This design comes from an exercise in tuning for small area, a short achievable clock period and few clock cycles on the open sky130 flow, not from production work. The RTL was checked by simulation tests, not by an equivalence proof against the original design.

==> run a: inputs <==
// hsv2rgb_stream
module hsv2rgb_stream (
    input  wire        clk,
    input  wire        rst,         
    input  wire        in_valid,
    output wire        in_ready,
    input  wire [23:0] in_hsv,      
    output reg         out_valid,
    input  wire        out_ready,
    output wire [31:0] out_rgba     
);
==> module gr_sat, before the edit <==
module gr_sat (
    input  wire [7:0] a0,
    input  wire [7:0] b0,
    input  wire [1:0] grp,
    input  wire [7:0] s,
    output reg  [7:0] r1,
    output reg  [7:0] g1,
    output reg  [7:0] b1
);
    wire s0   = (s == 8'd0);
    wire s255 = (s == 8'd255);
    wire [7:0] am, bm;
    gr_sat_mul u_a (.c(a0), .s(s), .y(am));
    gr_sat_mul u_b (.c(b0), .s(s), .y(bm));
    wire [7:0] a1 = s0 ? 8'd255 : (s255 && a0 == 8'd0) ? 8'd0 : am;
    wire [7:0] c1 = s0 ? 8'd255 : (s255 && b0 == 8'd0) ? 8'd0 : bm;
    wire [7:0] z1 = s0 ? 8'd255 : s255 ? 8'd0 : 8'd0 - s;
    always @(*) begin
        case (grp)
            2'd0:    begin r1 = a1; g1 = c1; b1 = z1; end
            2'd1:    begin r1 = z1; g1 = a1; b1 = c1; end
            default: begin r1 = a1; g1 = z1; b1 = c1; end
        endcase
    end
endmodule
==> module gr_val, before the edit <==
module gr_val (
    input  wire [7:0] c,
    input  wire [7:0] v,
    output wire [7:0] y
);
    wire [7:0] m;
    gr_val_mul u_m (.c(c), .v(v), .y(m));
    wire kill = (v == 8'd0) || (v == 8'd255 && c == 8'd0);
    assign y = kill ? 8'd0 : m;
endmodule
export LEC_CHECK = 0
export CAP_MARGIN = 5
export CORE_MARGIN = 2
export CORE_UTILIZATION = 65
export CTS_BUF_LIST = sky130_fd_sc_hd__clkbuf_4 sky130_fd_sc_hd__clkbuf_8
export PLACE_DENSITY = 0.75
export SLEW_MARGIN = 5
create_clock -name core_clock -period 17.0 [get_ports {clk}]
standard.sh (not shown) runs the stock make flow with config.mk's settings and CLKGATE_MAP_FILE= SYNTH_SCRIPT=/design/flow/synth_recipe.tcl, a recipe that flattens the netlist after the stock synthesis.
==> flow/flow/run.sh <==
#!/bin/bash
# The standard layout, with the port buffers made of buf_2 cells.
set -euo pipefail
bash standard.sh "BUFFER_PORTS_ARGS=-buffer_cell sky130_fd_sc_hd__buf_2" finish > standard_flow.log 2>&1
==> run b: changes against run a <==
--- a/flow/design.v
+++ b/flow/design.v
@@ -282,7 +282,10 @@
     gr_sat_mul u_a (.c(a0), .s(s), .y(am));
     gr_sat_mul u_b (.c(b0), .s(s), .y(bm));
-    wire [7:0] a1 = s0 ? 8'd255 : (s255 && a0 == 8'd0) ? 8'd0 : am;
-    wire [7:0] c1 = s0 ? 8'd255 : (s255 && b0 == 8'd0) ? 8'd0 : bm;
-    wire [7:0] z1 = s0 ? 8'd255 : s255 ? 8'd0 : 8'd0 - s;
+    wire       ka = s255 && a0 == 8'd0;
+    wire       kb = s255 && b0 == 8'd0;
+    wire [7:0] ns = 8'd0 - s;
+    wire [7:0] a1 = {am[7:1] | {7{s0}}, (am[0] & !ka) | s0};
+    wire [7:0] c1 = {bm[7:1] | {7{s0}}, (bm[0] & !kb) | s0};
+    wire [7:0] z1 = {ns[7:1] | {7{s0}}, (ns[0] & !s255) | s0};
     always @(*) begin
         case (grp)
@@ -301,5 +304,5 @@
     gr_val_mul u_m (.c(c), .v(v), .y(m));
     wire kill = (v == 8'd0) || (v == 8'd255 && c == 8'd0);
-    assign y = kill ? 8'd0 : m;
+    assign y = {m[7:1], m[0] & !kill};
 endmodule
 module gr_sat_mul (input wire [7:0] c, input wire [7:0] s, output wire [7:0] y);
==> flow/flow/run.sh (replaced) <==
#!/bin/bash
# The standard layout, with: port buffers made of buf_2 cells; clock tree from
# clkbuf_4/clkbuf_8 with larger sink clusters and no dummy loads; repair_timing
# aiming for 11.6 ns of setup slack (at the design's clock period and constraints).
set -euo pipefail
bash standard.sh \
  "BUFFER_PORTS_ARGS=-buffer_cell sky130_fd_sc_hd__buf_2" \
  "CTS_ARGS=-sink_clustering_enable -repair_clock_nets -buf_list {sky130_fd_sc_hd__clkbuf_4 sky130_fd_sc_hd__clkbuf_8} -sink_clustering_size 30 -sink_clustering_max_diameter 80 -dont_use_dummy_load" \
  SETUP_SLACK_MARGIN=11.6 finish > standard_flow.log 2>&1
--- a/flow/config.mk
+++ b/flow/config.mk
@@ -8,6 +8,6 @@
 export CAP_MARGIN = 5
 export CORE_MARGIN = 2
-export CORE_UTILIZATION = 65
+export CORE_UTILIZATION = 58
 export CTS_BUF_LIST = sky130_fd_sc_hd__clkbuf_4 sky130_fd_sc_hd__clkbuf_8
-export PLACE_DENSITY = 0.75
+export PLACE_DENSITY = 0.7
 export SLEW_MARGIN = 5
==> run c: changes against run a <==
--- a/flow/design.v
+++ b/flow/design.v
@@ -282,7 +282,10 @@
     gr_sat_mul u_a (.c(a0), .s(s), .y(am));
     gr_sat_mul u_b (.c(b0), .s(s), .y(bm));
-    wire [7:0] a1 = s0 ? 8'd255 : (s255 && a0 == 8'd0) ? 8'd0 : am;
-    wire [7:0] c1 = s0 ? 8'd255 : (s255 && b0 == 8'd0) ? 8'd0 : bm;
-    wire [7:0] z1 = s0 ? 8'd255 : s255 ? 8'd0 : 8'd0 - s;
+    wire       ka = s255 && a0 == 8'd0;
+    wire       kb = s255 && b0 == 8'd0;
+    wire [7:0] ns = 8'd0 - s;
+    wire [7:0] a1 = {am[7:1] | {7{s0}}, (am[0] & !ka) | s0};
+    wire [7:0] c1 = {bm[7:1] | {7{s0}}, (bm[0] & !kb) | s0};
+    wire [7:0] z1 = {ns[7:1] | {7{s0}}, (ns[0] & !s255) | s0};
     always @(*) begin
         case (grp)
@@ -301,5 +304,5 @@
     gr_val_mul u_m (.c(c), .v(v), .y(m));
     wire kill = (v == 8'd0) || (v == 8'd255 && c == 8'd0);
-    assign y = kill ? 8'd0 : m;
+    assign y = {m[7:1], m[0] & !kill};
 endmodule
 module gr_sat_mul (input wire [7:0] c, input wire [7:0] s, output wire [7:0] y);
==> flow/flow/run.sh (replaced) <==
#!/bin/bash
# The standard layout, with: port buffers made of buf_2 cells; clock tree from
# clkbuf_4/clkbuf_8 with larger sink clusters and no dummy loads; repair_timing
# aiming for 12.0 ns of setup slack (at the design's clock period and constraints).
set -euo pipefail
bash standard.sh \
  "BUFFER_PORTS_ARGS=-buffer_cell sky130_fd_sc_hd__buf_2" \
  "CTS_ARGS=-sink_clustering_enable -repair_clock_nets -buf_list {sky130_fd_sc_hd__clkbuf_4 sky130_fd_sc_hd__clkbuf_8} -sink_clustering_size 30 -sink_clustering_max_diameter 80 -dont_use_dummy_load" \
  SETUP_SLACK_MARGIN=12.0 finish > standard_flow.log 2>&1
--- a/flow/config.mk
+++ b/flow/config.mk
@@ -12,2 +12,3 @@
 export PLACE_DENSITY = 0.75
 export SLEW_MARGIN = 5
+export TNS_END_PERCENT = 0
==> comparison <==
Non-clock buffer count: run a < run b < run c.
Fmax: run c is larger than run a (about 13%).
In synthesized cell count, run c and run b do not differ.
Testbench counts of run a, summed over its fixed seeds: cycles 32,024.
Testbench counts of run b, summed over its fixed seeds: cycles 32,024.
Testbench counts of run c, summed over its fixed seeds: cycles 32,024.

[static timing again, ports no longer ideal]
Ports are ideal in the flow. The routed layouts listed here were re-timed in OpenROAD.
Step 1, drivers: a clkbuf_16 drives clk and a buf_2 each remaining input, both assumed.
Step 2 also shifts input and output timing later by t, the mid clock arrival at the registers, as if the neighbouring blocks saw the same clock.
a / b / c = ideal ports / drivers / drivers and shift; a / b = the first two.
run	t (ns)	setup slack, ns	worst setup path after step 2	slew at the worst register clock pin (ns)	cell pins on the clock port's net
run a	0.508	11.216 / 11.238 / 10.730	input to register	0.09 / 0.09	1
run b	0.479	11.683 / 11.709 / 11.231	input to register	0.09 / 0.09	1
run c	0.478	11.874 / 11.857 / 11.379	input to register	0.09 / 0.09	1
After both steps every run listed still meets setup and hold. For run c, which loses most, drivers alone change the setup slack by -0.017 ns; drivers and shift together by -0.495 ns.
